This is an optimization exercise on Yosys and OpenROAD, whose aim is small area, not a production implementation. RTL that was checked went through simulation tests only; none was proved equivalent to the original. Power is estimated from default activity; no workload was simulated.

red:
==> flow/design.v (excerpt) <==
module tripolar_pce #(
    parameter FULL_SCALE      = 1000,
    parameter CYCLE_LENGTH    = 8000,
    parameter DEAD_TIME       = 32,
    parameter MIN_TIMER_DELTA = 64,
    parameter INIT_DELAY      = 8000
) (
    input  wire        clk,
    input  wire        rst,         
    input  wire        op_valid,
    input  wire [2:0]  op_code,
    input  wire [1:0]  op_ch,
    input  wire [15:0] op_val,
    output wire        op_ready,
    output wire [5:0]  fet,         
    output wire        busy
);
export LEC_CHECK = 0
export CAP_MARGIN = 0
export CORE_MARGIN = 2
export CORE_UTILIZATION = 40
export GPL_TIMING_DRIVEN = 0
export PLACE_DENSITY = 0.5
export SLEW_MARGIN = 0
create_clock -name core_clock -period 18.0 [get_ports {clk}]
standard.sh (not shown) runs the stock make flow with config.mk's settings and CLKGATE_MAP_FILE= SYNTH_SCRIPT=/design/flow/synth_recipe.tcl, a recipe that flattens the netlist after the stock synthesis.
==> flow/flow/run.sh <==
#!/bin/bash
# Layout flow: the standard ORFS flow (standard.sh), with these changes in
# how the layout is made:
#  * Yosys's ABC step maps the logic with an area-oriented script
#    (flow/abc_area.script) instead of the delay-oriented one; the registers
#    are mapped before ABC runs, so they are the standard synthesis's;
#  * CTS takes the arguments in flow/cts_args (no dummy loads, small buffers);
#  * the port buffers are the cell named in flow/port_buffer.
# make's full output goes to flow_make.log here; each ORFS step also keeps its
# own log under orfs/logs.
set -euo pipefail
W=$(pwd)
mkdir -p "$W/scripts_local"
cp -r "$FLOW_HOME/scripts/." "$W/scripts_local/"
cp "$W/flow/abc_area.script" "$W/scripts_local/abc_speed.script"
export SCRIPTS_DIR="$W/scripts_local"
if [[ -f "$W/flow/cts_args" ]]; then
  CTS_ARGS=$(cat "$W/flow/cts_args")
  export CTS_ARGS
fi
if [[ -f "$W/flow/port_buffer" ]]; then
  BUFFER_PORTS_ARGS="-buffer_cell $(cat "$W/flow/port_buffer")"
  export BUFFER_PORTS_ARGS
fi
bash "$W/standard.sh" > "$W/flow_make.log" 2>&1
==> flow/flow/abc_area.script <==
&get -n
&st
&syn2
&dch -f
&nf -a -R 1000
&put
topo
dnsize
==> flow/flow/cts_args <==
-sink_clustering_enable -repair_clock_nets -dont_use_dummy_load -buf_list sky130_fd_sc_hd__clkbuf_4
==> flow/flow/port_buffer <==
sky130_fd_sc_hd__buf_1
What blue does differently from red at the input level:
- changing PLACE_DENSITY from 0.5 to 0.6
- changing CORE_UTILIZATION from 40 to 35
- removing GPL_TIMING_DRIVEN (formerly 0)
==> comparison <==
Every stage of the flow completed for blue, and the final layout passed the timing, design-rule and antenna checks.
Shortest clock period the worst path allows after layout: blue vs red down 0.43 ns
Number of instances in the placed design: blue vs red up 13
red -> blue: post-CTS setup repair buffer count delta 0, exact match
The cell area after layout was comparable across red and blue.
The inputs of green differ from those of blue as listed below.
- setting GPL_TIMING_DRIVEN to 0 for the first time
Notes after the runs:
blue → green: last weighted congestion value of the routability-driven placer decreased about 8%; first-pass GRT wire length now smaller; via density per instance comparable. Power share of the clock group (lower): green. Against blue, green reports a final area that is higher. Per the comparison of green with blue, switching power total down 6.7%; power down about 1.3%; final critical-path share of the clock period up 2.5 points; net count after synthesis flat; net switching share of the total power down 1.1 points.
[inputs] orange vs green
- swapping 0 for 20 in CAP_MARGIN
- swapping 0.6 for 0.5 in PLACE_DENSITY
- swapping 35 for 40 in CORE_UTILIZATION
- clearing GPL_TIMING_DRIVEN, which used to be 0
- swapping 0 for 20 in SLEW_MARGIN
[summary]
orange vs. green: number of max-cap violations neither gained nor lost much, design area down about 0.6%. Compare green and orange | tap cell count lower: orange.

* * *

## lane 5
Another version of the RTL of tripolar_pce (not shown whole).
Size in the first run: about 390 cells after synthesis, roughly 120 flip-flops, ~32 I/O pins.
==> flow/design.v (excerpt) <==
module tripolar_pce #(
    parameter FULL_SCALE      = 1000,
    parameter CYCLE_LENGTH    = 8000,
    parameter DEAD_TIME       = 32,
    parameter MIN_TIMER_DELTA = 64,
    parameter INIT_DELAY      = 8000
) (
    input  wire        clk,
    input  wire        rst,         
    input  wire        op_valid,
    input  wire [2:0]  op_code,
    input  wire [1:0]  op_ch,
    input  wire [15:0] op_val,
    output wire        op_ready,
    output wire [5:0]  fet,         
    output wire        busy
);
export LEC_CHECK = 0
export CAP_MARGIN = 20
export CORE_MARGIN = 2
export CORE_UTILIZATION = 40
export PLACE_DENSITY = 0.6
export SLEW_MARGIN = 20
create_clock -name core_clock -period 18.0 [get_ports {clk}]
==> flow/flow/run.sh <==
#!/bin/bash
# Layout flow: the standard ORFS flow, with two changes in how the layout
# is made:
#  * Yosys's ABC step maps the logic with an area-oriented script
#    (flow/abc_area.script) instead of the delay-oriented one; the registers
#    are mapped before ABC runs, so they are the standard synthesis's;
#  * CTS runs without dummy loads.
# Each tool's full output goes to the ORFS logs and to flow_make.log here.
set -euo pipefail
W=$(pwd)
mkdir -p "$W/scripts_local"
cp -r "$FLOW_HOME/scripts/." "$W/scripts_local/"
cp "$W/flow/abc_area.script" "$W/scripts_local/abc_speed.script"
export SCRIPTS_DIR="$W/scripts_local"
if [[ -f "$W/flow/cts_args" ]]; then
  CTS_ARGS=$(cat "$W/flow/cts_args")
  export CTS_ARGS
fi
bash "$W/standard.sh" > "$W/flow_make.log" 2>&1
==> flow/flow/cts_args <==
-sink_clustering_enable -repair_clock_nets -dont_use_dummy_load -buf_list sky130_fd_sc_hd__clkbuf_4 -sink_clustering_size 40 -sink_clustering_max_diameter 200
Scripts as last shown in full above: flow/flow/abc_area.script
Lane 5 | status: complete | timing, DRC, antenna: pass
Relative to lane 5, the following input files were edited for lane 3:
==> flow/flow/cts_args <==
-sink_clustering_enable -repair_clock_nets -dont_use_dummy_load
[summary]
From lane 5 to lane 3 the numbers moved as follows: cell count held steady; number of diodes shrank by 1; clock period minus worst slack shrank by 0.088 ns; fmax grew by 0.00037 GHz.
Looking at lane 5 and lane 3, the required time of the worst setup path is a wash.
Relative to lane 5, data-path buffer share of cell area in the final layout has decreased by 0.29 points in lane 3.
Of lane 5 and lane 3, lane 5 shows the lower worst setup slack after layout, with lane 3 above it.
Area of all placed cells without fillers was lower in the run labelled lane 5.
Lane 3 ends up with a global-route track usage on met3 that is 0.31 points higher than in lane 5.
In lane 3 relative to lane 5, wire length per cell had gone up slightly.
Function was not checked in any run of this note: the RTL went through the layout flow alone.

[afterwards: timing with drivers on the ports]
The results above use ideal ports. As a check the final layouts listed here were re-extracted and re-timed, cells and wires unchanged.
Step 1 (the two cells are an assumption about what drives the block):
set clk [get_ports {clk}]
set_driving_cell -lib_cell sky130_fd_sc_hd__clkbuf_16 $clk
set_driving_cell -lib_cell sky130_fd_sc_hd__buf_2 [delete_from_list [all_inputs] $clk]
Step 2, shift: input delay + t, output delay - t, t = (earliest + latest rising clock arrival at the registers) / 2. This alone moves slack from input paths to output paths.
a / b / c = ideal / step 1 / step 2; a / b = the first two.
run | t (ns) | slack for setup (ns) | hold WS [ns] | latest minus earliest clock arrival (ns) | slew at the worst register clock pin (ns)
red | 0.528 | 1.591 / 1.558 / 2.086 | 0.401 / 0.401 / 0.401 | 0.039 / 0.039 | 0.11 / 0.11
blue | 0.529 | 2.022 / 1.992 / 2.521 | 0.403 / 0.403 / 0.403 | 0.030 / 0.030 | 0.10 / 0.10
green | 0.502 | 1.581 / 1.548 / 2.050 | 0.404 / 0.404 / 0.404 | 0.035 / 0.035 | 0.10 / 0.10
orange | 0.522 | 2.087 / 2.052 / 2.573 | 0.411 / 0.411 / 0.411 | 0.035 / 0.035 | 0.11 / 0.11
lane 5 | 0.520 | 2.485 / 2.450 / 2.970 | 0.420 / 0.420 / 0.420 | 0.040 / 0.039 | 0.10 / 0.10
lane 3 | 0.440 | 2.573 / 2.532 / 2.972 | 0.414 / 0.414 / 0.414 | 0.024 / 0.024 | 0.05 / 0.05
After both steps every run listed still meets setup and hold.
